Source: an optimization exercise on an open RTL-to-GDS flow (aim: small area). Production flows keep margins and buffers that such runs may drop. In this exercise RTL edits were held to simulation tests only and were not proved equivalent to the original. No driver is modelled on the clock port, so clock power and skew are understated where the tree is cut down; a real chip needs a root buffer or a tree. Power figures rest on the tool's default switching activity, not on a simulated workload.

==> flow/design.v <==
module swo_core #(
    parameter integer N = 52    
) (
    input  wire clock,
    input  wire rst,
    input  wire triggerIn,
    input  wire buttonIn,
    output wire swoOut,
    output wire ledRun,
    output wire ledMode
);
    localparam [15:0] PAYLOAD = 16'h4101;
    localparam [4:0] Q_STOP  = 5'd0;
    localparam [4:0] Q_IDLE  = 5'd12;
    localparam [4:0] Q_START = 5'd13;
    localparam [4:0] Q_WAIT  = 5'd14;
    localparam [4:0] Q_SBIT  = 5'd15;
    reg [6:0] cnt;        
    reg [3:0] hi13;       
    reg       trgP;
    reg [2:0] trgL;
    reg [2:0] hist;       
    reg       mode;       
    reg       pend;       
    reg [4:0] q;          
    reg       encEn;
    reg       clkDly;
    reg       outPrev;
    wire tbCC  = (hi13 == 4'd9) & (cnt[2:0] == 3'd3);
    wire tbClk = (hi13 > 4'd9) | ((hi13 == 4'd9) & cnt[2]);
    wire trigger = ~triggerIn & ~trgP & (trgL >= 3'd3) & (trgL <= 3'd5);
    wire trgSat  = ~trgP & (trgL == 3'd6);
    wire sample = (cnt == 7'h7f);
    reg [2:0] histNext;
    always @(*) begin
        case (hist)
            3'd0: histNext = (buttonIn == 1'b0) ? 3'd0 : 3'd1;
            3'd1: histNext = (buttonIn == 1'b0) ? 3'd0 : 3'd3;
            3'd3: histNext = (buttonIn == 1'b0) ? 3'd0 : 3'd7;
            3'd7: histNext = (buttonIn == 1'b0) ? 3'd0 : 3'd5;
            3'd5: histNext = (buttonIn == 1'b1) ? 3'd5 : 3'd4;
            3'd4: histNext = (buttonIn == 1'b1) ? 3'd5 : 3'd6;
            3'd6: histNext = (buttonIn == 1'b1) ? 3'd5 : 3'd2;
            3'd2: histNext = (buttonIn == 1'b1) ? 3'd5 : 3'd0;
            default: histNext = 3'd0;
        endcase
    end
    wire btnFallNext = sample & (hist == 3'd2) & ~buttonIn;
    wire qIdle  = ~q[4] & q[2] & ~q[1] & ~q[0];
    wire qStart = ~q[4] & q[2] & ~q[1] &  q[0];
    wire qSbit  = ~q[4] & q[2] &  q[1] &  q[0];
    wire qStop  = ~q[4] & ~q[2];
    wire qBit   = q[4];
    wire running = ~(~q[4] & q[2] & ~q[1]);
    wire dataBit = PAYLOAD[q[3:0]];
    reg encOut;
    always @(*) begin
        if (qSbit)     encOut = clkDly;
        else if (qBit) encOut = ~(dataBit ^ clkDly);
        else           encOut = 1'b0;
    end
    wire outRise = encOut & ~outPrev;
    wire advance = qIdle ? (trigger | mode) :
                   qStart ? 1'b1 : (encEn & tbCC);
    wire [4:0] qNext = qStop ? Q_IDLE : q + 5'd1;
    always @(posedge clock) begin
        outPrev <= encOut;
        if (encEn) clkDly <= tbClk;
        encEn <= qIdle | qStart | mode | trigger | (encEn & ~(outRise & qBit));
        if (rst) begin
            cnt      <= 7'd0;
            hi13     <= 4'd3;
            trgP     <= 1'b1;
            trgL     <= 3'd0;
            hist     <= 3'd0;
            mode     <= 1'b0;
            pend     <= 1'b0;
            q        <= Q_IDLE;
        end else begin
            cnt <= cnt + 7'd1;
            if (cnt[2:0] == 3'd7) hi13 <= (hi13 == 4'd15) ? 4'd3 : hi13 + 4'd1;
            if (triggerIn) begin
                if (!trgSat) trgL <= trgL + 3'd1;
                if (trgL == 3'd6) trgP <= 1'b0;
            end else begin
                trgP <= 1'b1;
                trgL <= 3'd0;
            end
            if (sample) hist <= histNext;
            if (pend & (~mode | qStop)) mode <= ~mode;
            pend <= (pend & mode & ~qStop) | btnFallNext;
            if (advance) q <= qNext;
        end
    end
    assign swoOut  = encOut;
    assign ledRun  = running & encEn;
    assign ledMode = mode;
endmodule
export LEC_CHECK = 0
export CAP_MARGIN = 20
export CORE_AREA = 2.3 2.72 60.72 59.84
export DIE_AREA = 0 0 62.895 62.895
export SLEW_MARGIN = 20
create_clock -name core_clock -period 10.0 [get_ports {clock}]
standard.sh (not shown) runs the stock make flow with config.mk's settings and CLKGATE_MAP_FILE= SYNTH_SCRIPT=/design/flow/synth_recipe.tcl, a recipe that flattens the netlist after the stock synthesis.
==> flow/flow/run.sh <==
#!/bin/bash
# Own layout flow: the standard ORFS flow (standard.sh, unchanged steps)
# with these settings passed to make:
#  - synthesis maps with an area-oriented ABC script and without adder-cell
#    extraction; registers are the standard ones. Each script in flow/abc/
#    and 16 deepsyn-based scripts (seeds 1..16, written to abc_gen/) are
#    tried (synthesis only, in try_<name>/); the one giving the least cell
#    area is used for the layout;
#  - the port buffers are buf_1 cells;
#  - CTS builds its tree from clkbuf_8 cells without dummy loads;
# and after CTS, flow/unroot.tcl removes the root clock buffer, whose only
# loads are the two or three leaf clock buffers (the clock port then drives
# them directly).
# make's output goes to flow_make_*.log here (try_<name>.log for the trials,
# synth_trials.log for their areas); each ORFS tool writes its own log under
# orfs/logs/ (try_<name>/logs/ for the trials).
set -euo pipefail
W="$PWD"
COMMON=(ABC_AREA=1 ADDER_MAP_FILE= "BUFFER_PORTS_ARGS=-buffer_cell sky130_fd_sc_hd__buf_1"
  "CTS_ARGS=-dont_use_dummy_load -sink_clustering_enable -sink_clustering_size 40 -sink_clustering_max_diameter 200 -buf_list sky130_fd_sc_hd__clkbuf_8 -root_buf sky130_fd_sc_hd__clkbuf_8 -repair_clock_nets")
mkdir -p abc_gen
for s in $(seq 1 16); do
  printf '%s\n' strash '&get -n' "&deepsyn -J 100 -S $s -T 100" '&put' '&get -n' '&dch -f' \
    '&nf -R 1000 -p -F 8 -A 4 -C 32' '&put' topo > "abc_gen/J$s.script"
done
SCRIPTS=(flow/abc/*.script abc_gen/*.script)
for f in "${SCRIPTS[@]}"; do
  n=$(basename "$f" .script)
  cp -r "$FLOW_HOME/scripts" "scripts_$n"
  cp "$f" "scripts_$n/abc_area.script"
  sed "s#$W/orfs#$W/try_$n#g" standard.sh > "try_$n.sh"
  bash "try_$n.sh" SCRIPTS_DIR="$W/scripts_$n" "${COMMON[@]}" synth > "try_$n.log" 2>&1 &
done
wait
best=""; besta=""
for f in "${SCRIPTS[@]}"; do
  n=$(basename "$f" .script)
  a=$(grep -h "Chip area for module" "try_$n/reports/$FLOW_PLATFORM/swo_core/base/synth_stat.txt" 2>/dev/null | awk '{print $NF}' | tail -1 || true)
  echo "$n ${a:-failed}" >> synth_trials.log
  if [[ -n "$a" ]] && { [[ -z "$besta" ]] || awk "BEGIN{exit !($a < $besta)}"; }; then best=$n; besta=$a; fi
done
echo "chosen $best $besta" >> synth_trials.log
ARGS=(SCRIPTS_DIR="$W/scripts_$best" "${COMMON[@]}")
bash standard.sh "${ARGS[@]}" cts > flow_make_cts.log 2>&1
RESULTS="$W/orfs/results/$FLOW_PLATFORM/swo_core/base" openroad -no_init -exit flow/unroot.tcl > unroot.log 2>&1
bash standard.sh "${ARGS[@]}" finish > flow_make_finish.log 2>&1
Other scripts of this flow, unchanged in this note and not shown: flow/flow/abc/C.script, flow/flow/abc/P.script, flow/flow/abc/R.script, flow/flow/abc/R2.script, flow/flow/abc/S.script, flow/flow/abc/T.script, flow/flow/abc/U.script, flow/flow/abc/V.script, flow/flow/abc/W.script, flow/flow/unroot.tcl
Next try:
--- a/flow/flow/run.sh
+++ b/flow/flow/run.sh
@@ -6,3 +6,2 @@
-#    and 16 deepsyn-based scripts (seeds 1..16, written to abc_gen/) are
-#    tried (synthesis only, in try_<name>/); the one giving the least cell
-#    area is used for the layout;
+#    is tried (synthesis only, in try_<name>/) and the one giving the least
+#    cell area is used for the layout;
@@ -14,3 +13,2 @@
-# make's output goes to flow_make_*.log here (try_<name>.log for the trials,
-# synth_trials.log for their areas); each ORFS tool writes its own log under
-# orfs/logs/ (try_<name>/logs/ for the trials).
+# make's output goes to flow_make_*.log here (try_<name>.log for the trials);
+# each ORFS tool writes its own log under orfs/logs/ (try_<name>/logs/).
@@ -21,7 +19 @@
-mkdir -p abc_gen
-for s in $(seq 1 16); do
-  printf '%s\n' strash '&get -n' "&deepsyn -J 100 -S $s -T 100" '&put' '&get -n' '&dch -f' \
-    '&nf -R 1000 -p -F 8 -A 4 -C 32' '&put' topo > "abc_gen/J$s.script"
-done
-SCRIPTS=(flow/abc/*.script abc_gen/*.script)
-for f in "${SCRIPTS[@]}"; do
+for f in flow/abc/*.script; do
@@ -36 +28 @@
-for f in "${SCRIPTS[@]}"; do
+for f in flow/abc/*.script; do
@@ -38 +30 @@
-  a=$(grep -h "Chip area for module" "try_$n/reports/$FLOW_PLATFORM/swo_core/base/synth_stat.txt" 2>/dev/null | awk '{print $NF}' | tail -1 || true)
+  a=$(grep -h "Chip area for module" "try_$n/reports/$FLOW_PLATFORM/swo_core/base/synth_stat.txt" 2>/dev/null | awk '{print $NF}' | tail -1)
- routed wire length goes down by 3.1%
- final area goes up by 1.3%
- total power goes up by 1.1%
- maximum frequency goes down by 4.7%
- combinational power hardly moves
- setup slack loses 170 ps
- sequential cell count does not change

==> afterwards: timing with drivers on the ports <==
The results above use ideal ports. As a check the final layouts listed here were re-extracted and re-timed, cells and wires unchanged.
Step 1 sets driving cells, clkbuf_16 on the clock port and buf_2 on the other inputs (assumed; they add their load-dependent delay and slew).
Step 2 also shifts input and output timing later by t, the mid clock arrival at the registers, as if the neighbouring blocks saw the same clock.
Slacks: no drivers / after step 1 / after step 2; pairs: no drivers / after step 1.
| run | t, ns | setup WS [ns] | worst slew at a driven data input, ns |
|---|---|---|---|
| the first run | 0.179 | 6.535 / 6.499 / 6.594 | 0.03 |
| the second run | 0.182 | 6.365 / 6.381 / 6.199 | 0.03 |
After both steps setup and hold are still met in every run listed. For the second run, which loses most, drivers alone change the setup slack by +0.016 ns; drivers and shift together by -0.166 ns.
